What follows belongs to an exercise in optimizing a design on an open flow for small area, a short achievable clock period and few clock cycles per item; a production flow would make more cautious choices.
In this exercise RTL edits were held to simulation tests only and were not proved equivalent to the original.
Power is estimated from default activity; no workload was simulated.

==> design/flow/run.sh <==
#!/bin/bash
# synth_recipe.tcl (not shown) runs the flow's synth.tcl, then flattens the netlist and writes it again
# the make line also repeats each setting of config.mk as NAME=value (left out here)
make -C /OpenROAD-flow-scripts/flow DESIGN_CONFIG=/design/flow/config.mk WORK_HOME=/design/flow/orfs CLKGATE_MAP_FILE= SYNTH_SCRIPT=/design/flow/synth_recipe.tcl finish
==> design/flow/config.mk <==
export PLATFORM = sky130hd
export DESIGN_NAME = tone_biquad
export DESIGN_NICKNAME = tone_biquad
export VERILOG_FILES = /design/flow/design.v
export SDC_FILE = /design/flow/constraint.sdc
export NUM_CORES = 4
export LEC_CHECK = 0
export CAP_MARGIN = 20
export CORE_MARGIN = 2
export CORE_UTILIZATION = 40
export SLEW_MARGIN = 20
==> design/flow/constraint.sdc <==
create_clock -name core_clock -period 17.5 [get_ports {clk}]
set_input_delay 3.5000 -clock core_clock [delete_from_list [all_inputs] [get_ports {clk}]]
set_output_delay 3.5000 -clock core_clock [all_outputs]
set_load 0.01 [all_outputs]
==> design/flow/design.v <==
module fp32_mul (
    input  wire        clk,
    input  wire        en,
    input  wire [31:0] a,
    input  wire [31:0] b,
    output reg  [31:0] y
);
    wire [7:0]  ea = a[30:23], eb = b[30:23];
    wire        a_nan  = (&ea) & (|a[22:0]);
    wire        b_nan  = (&eb) & (|b[22:0]);
    wire        a_inf  = (&ea) & ~(|a[22:0]);
    wire        b_inf  = (&eb) & ~(|b[22:0]);
    wire        a_zero = ~(|a[30:0]);
    wire        b_zero = ~(|b[30:0]);
    wire        ah = |ea, bh = |eb;
    wire [23:0] ma = {ah, a[22:0]};
    wire [23:0] mb = {bh, b[22:0]};
    function [4:0] lzc24;
        input [23:0] v;
        integer k;
        begin
            lzc24 = 5'd24;
            for (k = 0; k < 24; k = k + 1)
                if (v[k]) lzc24 = 5'd23 - k[4:0];
        end
    endfunction
    wire [4:0]  lza = ah ? 5'd0 : lzc24(ma);
    wire [4:0]  lzb = bh ? 5'd0 : lzc24(mb);
    wire [5:0]  lz  = {1'b0, lza} + {1'b0, lzb};
    wire signed [10:0] es = $signed({3'b0, ea[7:1], ea[0] | ~ah}) +
                            $signed({3'b0, eb[7:1], eb[0] | ~bh}) - 11'sd127;
    wire signed [10:0] e46 = es - $signed({5'b0, lz});
    wire        nrm = (e46 >= 11'sd1);
    wire signed [10:0] sh0 = nrm ? $signed({5'b0, lz}) : es;
    wire signed [7:0]  sh  = (sh0 < -11'sd25) ? -8'sd25 : sh0[7:0];
    wire        sy = a[31] ^ b[31];
    wire        snan = a_nan | b_nan | (a_inf & b_zero) | (b_inf & a_zero);
    wire        sinf = a_inf | b_inf;
    wire        szero = a_zero | b_zero;
    reg [47:0]  r_p;
    reg [7:0]   r_sh;
    reg [8:0]   r_e;        
    reg         r_nrm, r_sy, r_nan, r_inf, r_zero;
    always @(posedge clk) if (en) begin
        r_p    <= ma * mb;
        r_sh   <= sh;
        r_e    <= e46[8:0];
        r_nrm  <= nrm;
        r_sy   <= sy;
        r_nan  <= snan;
        r_inf  <= sinf;
        r_zero <= szero;
    end
    wire [93:0] wide = {r_p, 46'd0};
    wire [6:0]  t    = 7'd46 - r_sh[6:0];           
    wire [93:0] wsh  = wide >> t;
    wire [25:0] q    = wsh[47:22];
    wire signed [7:0] kb = 8'sd22 - $signed(r_sh);
    wire [5:0]  k    = kb[7] ? 6'd0 : kb[5:0];       
    wire [47:0] lowm = ~(48'hFFFF_FFFF_FFFF << k);
    wire        s22  = |(r_p & lowm);
    wire        c    = q[25] | ~r_nrm;
    wire [23:0] m    = c ? q[25:2] : q[24:1];
    wire        g    = c ? q[1] : q[0];
    wire        st   = c ? (q[0] | s22) : s22;
    wire [8:0]  e    = r_e + {8'd0, q[25]};
    wire [30:0] mag  = r_nrm ? {e[7:0], m[22:0]} : {7'd0, m};
    wire        rup  = g & (st | m[0]);
    wire [30:0] magr = mag + {30'd0, rup};
    wire        ovf  = r_nrm & (e >= 9'd255);
    wire [31:0] res = r_nan  ? 32'h7FC0_0000 :
               r_inf  ? {r_sy, 8'hFF, 23'd0} :
               r_zero ? {r_sy, 31'd0} :
               ovf    ? {r_sy, 8'hFF, 23'd0} :
               {r_sy, magr};
    always @(posedge clk) if (en) y <= res;
endmodule
module fp32_add (
    input  wire        clk,
    input  wire        en,
    input  wire [31:0] a,
    input  wire [31:0] b,
    input  wire        sub,
    output reg  [31:0] y
);
    wire        sb = b[31] ^ sub;
    wire [7:0]  ea = a[30:23], eb = b[30:23];
    wire        a_nan = (&ea) & (|a[22:0]);
    wire        b_nan = (&eb) & (|b[22:0]);
    wire        a_inf = (&ea) & ~(|a[22:0]);
    wire        b_inf = (&eb) & ~(|b[22:0]);
    wire        ah = |ea, bh = |eb;
    wire [7:0]  xa = {ea[7:1], ea[0] | ~ah};
    wire [7:0]  xb = {eb[7:1], eb[0] | ~bh};
    wire        swap = b[30:0] > a[30:0];
    wire [7:0]  dab = xa - xb, dba = xb - xa;
    wire [7:0]  d   = swap ? dba : dab;
    wire [23:0] mp  = swap ? {bh, b[22:0]} : {ah, a[22:0]};
    wire [23:0] mq  = swap ? {ah, a[22:0]} : {bh, b[22:0]};
    wire [7:0]  xp  = swap ? xb : xa;
    wire        sp  = swap ? sb : a[31];
    wire        esub = a[31] ^ sb;
    wire [26:0] aq0  = {mq, 3'b000};
    wire        big  = |d[7:5];
    wire [26:0] aqs  = aq0 >> d[4:0];
    wire        lost = big ? (|mq) : |(aq0 & ~(27'h7FF_FFFF << d[4:0]));
    wire [26:0] aq   = big ? {26'd0, |mq} : {aqs[26:1], aqs[0] | lost};
    wire [26:0] ap   = {mp, 3'b000};
    wire [27:0] s    = esub ? ({1'b0, ap} - {1'b0, aq}) : ({1'b0, ap} + {1'b0, aq});
    wire        snan = a_nan | b_nan | (a_inf & b_inf & (a[31] ^ sb));
    wire        sinf = a_inf | b_inf;
    wire        sinfs = a_inf ? a[31] : sb;
    reg [27:0]  r_s;
    reg [7:0]   r_xp;
    reg         r_sp, r_nan, r_inf, r_infs, r_zs;
    always @(posedge clk) if (en) begin
        r_s    <= s;
        r_xp   <= xp;
        r_sp   <= sp;
        r_nan  <= snan;
        r_inf  <= sinf;
        r_infs <= sinfs;
        r_zs   <= a[31] & sb;
    end
    function [4:0] lzc27;
        input [26:0] v;
        integer k;
        begin
            lzc27 = 5'd27;
            for (k = 0; k < 27; k = k + 1)
                if (v[k]) lzc27 = 5'd26 - k[4:0];
        end
    endfunction
    wire [4:0]  lz   = lzc27(r_s[26:0]);
    wire [7:0]  xm1  = r_xp - 8'd1;
    wire [4:0]  lsh  = (xm1 < {3'b0, lz}) ? xm1[4:0] : lz;
    wire [26:0] sl   = r_s[26:0] << lsh;
    wire [26:0] sn   = r_s[27] ? {r_s[27:2], r_s[1] | r_s[0]} : sl;
    wire [8:0]  en_  = r_s[27] ? ({1'b0, r_xp} + 9'd1) : ({1'b0, r_xp} - {4'd0, lsh});
    wire [7:0]  ef   = sn[26] ? en_[7:0] : 8'd0;
    wire        rup  = sn[2] & (sn[1] | sn[0] | sn[3]);
    wire [30:0] magr = {ef, sn[25:3]} + {30'd0, rup};
    wire [31:0] res = r_nan ? 32'h7FC0_0000 :
               r_inf ? {r_infs, 8'hFF, 23'd0} :
               (r_s == 28'd0) ? {r_zs, 31'd0} :
               (en_ >= 9'd255) ? {r_sp, 8'hFF, 23'd0} :
               {r_sp, magr};
    always @(posedge clk) if (en) y <= res;
endmodule
module tone_biquad (
    input  wire         clk,
    input  wire         rst,
    input  wire         cmd_valid,
    output wire         cmd_ready,
    input  wire [1:0]   cmd_op,
    input  wire [159:0] cmd_data,
    output wire         y_valid,
    input  wire         y_ready,
    output wire [31:0]  y
);
    localparam [31:0] C_03 = 32'h3E99_999A;
    function [31:0] scl;
        input [31:0] v;
        input        k2;                
        reg   [7:0]  e;
        reg   [23:0] m, f;
        reg          g, st;
        reg   [1:0]  sh;
        begin
            e = v[30:23];
            m = {|e, v[22:0]};
            sh = (k2 && e != 8'd2) ? 2'd2 : 2'd1;
            f  = (sh == 2'd2) ? {2'b00, m[23:2]} : {1'b0, m[23:1]};
            g  = (sh == 2'd2) ? m[1] : m[0];
            st = (sh == 2'd2) ? m[0] : 1'b0;
            f  = f + {23'd0, g & (st | f[0])};
            if (&e)
                scl = v;
            else if (e > {6'd0, k2, ~k2})
                scl = {v[31], e - {6'd0, k2, ~k2}, v[22:0]};
            else
                scl = {v[31], 7'd0, f};
        end
    endfunction
    function [31:0] dbl;
        input [31:0] v;
        begin
            if (&v[30:23])
                dbl = v;
            else if (v[30:23] == 8'd254)
                dbl = {v[31], 8'hFF, 23'd0};
            else if (v[30:23] == 8'd0)
                dbl = {v[31], v[29:0], 1'b0};
            else
                dbl = {v[31], v[30:23] + 8'd1, v[22:0]};
        end
    endfunction
    function [31:0] mz;
        input [31:0] v;
        begin
            mz = (&v[30:23]) ? 32'h7FC0_0000 : {v[31], 31'd0};
        end
    endfunction
    reg         rF, rdy;
    reg  [1:0]  rOp;
    reg  [31:0] rS0, rS1, rS2, rS3, rG;
    reg  [2:0]  ph;
    reg  [3:0]  v;
    reg         yv;
    reg  [31:0] yr;
    reg  [31:0] b0, a1, a2, w1, w2, w3, p1, p2, vv;
    wire        adv     = ~(yv & ~y_ready);
    wire        drained = ~(|v);
    wire        is_cw   = rF & (rOp == 2'd1 || rOp == 2'd2);
    wire        exec    = is_cw & drained;
    wire        free_now = (adv & (ph == 3'd6) & v[0]) | exec | (rF & rdy & (rOp == 2'd3));
    wire        ld      = cmd_valid & (~rF | free_now) & ~rdy;
    wire        start   = adv & (ph == 3'd6) &
                          (ld ? (cmd_op == 2'd0) : (rF & ~free_now & (rOp == 2'd0)));
    assign cmd_ready = rdy;
    assign y_valid   = yv;
    assign y         = yr;
    wire [31:0] ao, mo;
    reg  [31:0] aa, ab, ma, mb;
    reg         asub;
    always @* begin
        aa = ao; ab = mo; asub = 1'b0;
        ma = a1; mb = ao;
        case (ph)
            3'd0: begin aa = rS0; ab = rS1; end
            3'd1: begin aa = mo;  ab = p1;  asub = 1'b1; end
            3'd2: begin aa = ao;  ab = rS2; end
            3'd3: begin aa = ao;  ab = p2;  asub = 1'b1; end
            3'd4: begin aa = ao;  ab = mo;  end
            3'd5: begin aa = vv;  ab = w3;  end
            default: begin aa = w1; ab = dbl(w2); end
        endcase
        case (ph)
            3'd0: begin ma = b0;   mb = ao;  end
            3'd1: begin ma = a2;   mb = w1;  end
            3'd2: begin ma = C_03; mb = rS3; end
            3'd5: begin ma = a1;   mb = ao;  end
            default: begin ma = rG; mb = ao; end
        endcase
    end
    fp32_add u_add (.clk(clk), .en(adv), .a(aa), .b(ab), .sub(asub), .y(ao));
    fp32_mul u_mul (.clk(clk), .en(adv), .a(ma), .b(mb), .y(mo));
    always @(posedge clk) begin
        if (rst) begin
            rF <= 1'b0; rdy <= 1'b0; rOp <= 2'd0;
        end else begin
            rdy <= ld;
            if (ld) begin
                rF <= 1'b1; rOp <= cmd_op;
            end else if (free_now) begin
                rF <= 1'b0;
            end
        end
    end
    always @(posedge clk) begin
        if (ld) begin
            rS0 <= (cmd_op == 2'd0) ? scl(cmd_data[31:0], 1'b1)  : cmd_data[31:0];
            rS1 <= (cmd_op == 2'd0) ? scl(cmd_data[63:32], 1'b0) : cmd_data[63:32];
            rS2 <= (cmd_op == 2'd0) ? scl(cmd_data[95:64], 1'b1) : cmd_data[95:64];
            rS3 <= cmd_data[127:96];
            rG  <= cmd_data[159:128];
        end
    end
    always @(posedge clk) begin
        if (rst) begin
            ph <= 3'd0; v <= 4'd0; yv <= 1'b0;
            b0 <= 32'd0; a1 <= 32'd0; a2 <= 32'd0;
            w1 <= 32'd0; w2 <= 32'd0;
            p1 <= 32'd0; p2 <= 32'd0;
        end else begin
            if (yv & y_ready) yv <= 1'b0;
            if (exec) begin
                w1 <= 32'd0; w2 <= 32'd0;
                if (rOp == 2'd1) begin
                    b0 <= rS0; a1 <= rS1; a2 <= rS2;
                    p1 <= mz(rS1); p2 <= mz(rS2);
                end else begin
                    p1 <= mz(a1); p2 <= mz(a2);
                end
            end
            if (adv) begin
                ph <= (ph == 3'd6) ? 3'd0 : ph + 3'd1;
                if (ph == 3'd6) v <= {v[2:0], start};
                if (v[2] && ph == 3'd0) p1 <= mo;
                if (v[1] && ph == 3'd3) p2 <= mo;
                if (v[1] && ph == 3'd5) begin
                    w1 <= ao; w2 <= w1;
                end
                if (v[3] && ph == 3'd2) begin
                    yr <= mo; yv <= 1'b1;
                end
            end
        end
    end
    always @(posedge clk) begin
        if (!rst && adv) begin
            if (v[1] && ph == 3'd5) w3 <= w2;
            if (v[2] && ph == 3'd1) vv <= ao;
        end
    end
endmodule
==> flow_metrics.tcl <==
set metrics [dict create \
    run_status "no timing/DRC/antenna violations" \
    net-switching-power_uw 8840 \
    drt_iter0_drc 7900 \
    final_min_period_over_clock_period_pct 69.4 \
    initial_core_util_pct 40.3 \
    drt_pre_antenna_iters 7 \
    fin_total_pwr_uw 16300 \
    clock_insertion_delay_worst_skew_ps 740 \
    fin_crit_ps 12150 \
    synth.lib_cells_used.distinct 122 \
    remaining_drc_errors 0 \
    unrepaired_setup_endpoints_after_global_routing "no" \
    synth_compound_area_share_pct 18.2 \
    clockPowerShare_pct 11.0 \
    number_of_hold_buffers_added_after_cts 0 \
    fillers 16225 \
    worstPathArrival_ps 12630 \
    worst-path-max-fanout 58 \
    post_layout_nonfiller_instances 9937 \
    slowest_stage "buf_4" \
    finalMaxSlewViolations 0 \
    synth_largest_area_cell "edfxtp_1" \
    power.sequential.fraction_pct 17.0 \
    yosys-top-cells-area "edfxtp_1 19%, fa_1 15%, dfxtp_1 7.1%" \
    crit_path_end_kind "flip-flop" \
    mappedNetlistArea_um2 66600 \
    largest_register_ffs 48 \
    layout_common_cells "1112 x nand2_1, 669 x inv_1, 628 x nor2_1, 536 x a21oi_1, 489 x fa_1" \
    synth_top_family_by_area "adder cells" \
    synthesis.yosys.warnings 3 \
    adder_cell_fraction_of_synth_area_pct 20.8 \
    power.static_leakage_uw 0.0294 \
    crit_required_ps 17980 \
    placed_area_um2 70900 \
    number_of_buffers_on_the_longest_clock_path 3 \
    postCtsSetupRepairBufs 0 \
    first_global_vias 58639 \
    detail_route.vias_per_cell 6.17 \
    synth_largest_type_area_fraction_pct 19.4 \
    hp-class "reg -> reg" \
    detailed_place_hpwl_mm 202 \
    antenna_left 0 \
    detail_route.wl_per_cell_um 26.8 \
    cellInternalPower_uw 7500 \
    worst_setup_hold_path_clk_slew_ps 60 \
    die_width_um 412 \
    muxShareOfSynthArea_pct 6.63 \
    power.density_nw_per_um2 221 \
    maxCapViolations 0 \
    vias 61262 \
    fin_worst_skew_ps 87.5 \
    ctsHtreeMaxLevel 3 \
    ys_dominant_reg_cell "edfxtp_1" \
    register_area_um2 17700 \
    floorplan.die_area_um2 170000 \
    fin_tns_setup_ps 0 \
    finish.instance_area_um2 73800 \
    achievable_frequency_mhz 82.3 \
    layout-drive-gt1-share_pct 7.55 \
    cts_tree "yes" \
    synth_seq_area_share_pct 26.5 \
    mostFrequentLayoutCell "nand2_1" \
    floorplan.die.height_um 412 \
    synth_edf_count 431 \
    clock_sink_count 667 \
    grt_antenna_before_repair 17 \
    std_cell_rows 149 \
    finalWeightedCongestion 0.993 \
    multi_input_gate_area_in_the_final_layout_um2 44700 \
    postSynthCellCount 7706 \
    synthToLayoutAreaGrowth_pct 10.8 \
    boundaryPins 200 \
    port_buffers 199 \
    placedCellCount 9774 \
    synth_xor_area_share_pct 3.02 \
    grt_remaining_overflow 0 \
    worst_path_most_repeated_cell "a21oi_1" \
    timing.final.hold_violations 0 \
    synth.net_count 8680 \
    number_of_cells_upsized_or_downsized_after_cts 0 \
    tritoncts.num_buffers 81 \
    category_of_the_most_critical_setup_path "reg -> reg" \
    first_pass_grt_wire_length_mm 392 \
    switching_share_pct 54.1 \
    finalWirelength_mm 266 \
    top_register "u_mul.r_p" \
    post_synth_and_or_nand_nor_area_fraction_pct 18.0 \
    grt_start_max_net_pins 104 \
    finish.net_count 8643 \
    critical-path-max-stage-delay_ps 750 \
    combinationalPowerShare_pct 72.0 \
    synthesis.area_per_instance_um2 8.64 \
    cts-root-buf "clkbuf_16" \
    max_vdd_drop_mv 0.369 \
    groute.usage.overall_pct 30.9 \
    core_area_um2 165000 \
    cp-start-kind "flip-flop" \
    setup-violations-final 0 \
    synth_seq_cells 667 \
    maxSlewHeadroom_pct 20.7 \
    synthArstFlopShare_pct 0 \
    tightestPinTransition_ps 1190 \
    fin_worst_hold_slack_ps 453 \
]
==> synth_stat cells, drive strengths merged (21+ instances only) <==
cell type / n
a22o: 91
nor3: 110
edfxtp: 431
ha: 319
nor4: 41
mux2i: 220
xnor2: 145
o2bb2ai: 22
a21oi: 549
o211ai: 66
dfxtp: 236
fa: 489
nand4: 64
clkbuf: 354
nor2b: 71
buf: 133
a21o: 65
inv: 676
a211oi: 78
xor2: 78
nor3b: 22
nor2: 642
mux4: 59
nand2: 1115
o22ai: 47
a31oi: 39
or3: 42
o21bai: 46
a21boi: 21
nand2b: 53
and2: 94
a22oi: 90
o31ai: 27
and3: 54
a221o: 32
a221oi: 67
o21ai: 382
mux2: 77
nand3: 235
or2: 25
==> through the flow <==
step / util (%) / setup WS [ps]
after floorplan: - / 5400
after global placement: 42.9 / 5760
after detailed placement: 42.9 / 5670
after CTS: 44.6 / 5690
after global routing: 44.7 / 4660
final: 44.7 / 5350
==> kinds of logic (layout without fill, tap and decap cells) <==
group,after synthesis,after routing
simple gates,2642,2642
compound gates,1838,1838
buf+inv,1166,1198
fa+ha+maj,814,814
flops,667,667
mux,356,356
xor+xnor,223,223
other cells,0,10
==> path summary, 6_finish.rpt <==
path                                       to  slack, ps   start  cells past startpoint
worst min-delay path                   b0[31]        450  b0[31]                      2
worst max-delay path            u_add.r_s[27]       5350   ph[2]                     41
worst min register to register         b0[31]        450  b0[31]                      2
worst max register to register  u_add.r_s[27]       5350   ph[2]                     41
==> metal layers <==
layer / part of all wire [%] / vias to the layer above / wire length, µm / global-route usage [%]
li1: - / 27023 / - / -
met1: 40 / 30131 / 106000 / 41.1
met2: 44 / 3389 / 117000 / 47.7
met3: 9.9 / 713 / 26300 / 6.03
met4: 6.0 / 6 / 16100 / 15.8
met5: 0.018 / - / 47 / 0
==> cell type report <==
cell class,instances,share of cell area [%]
diodes,10,0.0339
inverters,679,3.46
repair buffers,367,4.41
clock buffers,97,3.02
flip-flops and latches,667,24.0
clock inverters,55,0.882
well taps,2189,3.71
multi-input cells,5873,60.5
==> power by group through the flow <==
stage / clock [µW] / combinational [µW] / sequential (µW)
final: 1800 / 11800 / 2780
after global routing: 1880 / 12800 / 2770
after CTS: 1810 / 11600 / 2740
after detailed placement: 0 / 11500 / 2770
after global placement: 0 / 11500 / 2770
after floorplan: 0 / 8010 / 2430
==> worst max-delay path: cells and delay by family (launching register included) <==
family,cells,cell delay (ps)
flops,1,620
simple gates,13,4000
compound gates,19,3930
fa+ha+maj,2,770
buf+inv,6,2220
mux,1,250
Testbench counts, summed over its fixed seeds: cycles 14,536, items 2,048.

-- re-timing with driven ports --
The flow's constraints put no driver on any port. The routed layout listed below was extracted and timed again, unchanged, in two steps.
Step 1 (the two cells are an assumption about what drives the block):
set clk [get_ports {clk}]
set_driving_cell -lib_cell sky130_fd_sc_hd__clkbuf_16 $clk
set_driving_cell -lib_cell sky130_fd_sc_hd__buf_2 [delete_from_list [all_inputs] $clk]
Step 2 times the ports against the registers' clock, not the clock port: input delays grow and output delays shrink by t, the midpoint of the rising clock arrivals with the driver on.
Slacks: ideal / step 1 / step 2; pairs: ideal / step 1.
t (ns): 0.774
slack for setup (ns): 5.354 / 5.354 / 5.354
pins driven straight from the clock port: 1
After both steps setup and hold are still met in this run. For this run, drivers alone change the setup slack by 0.000 ns; drivers and shift together by 0.000 ns.
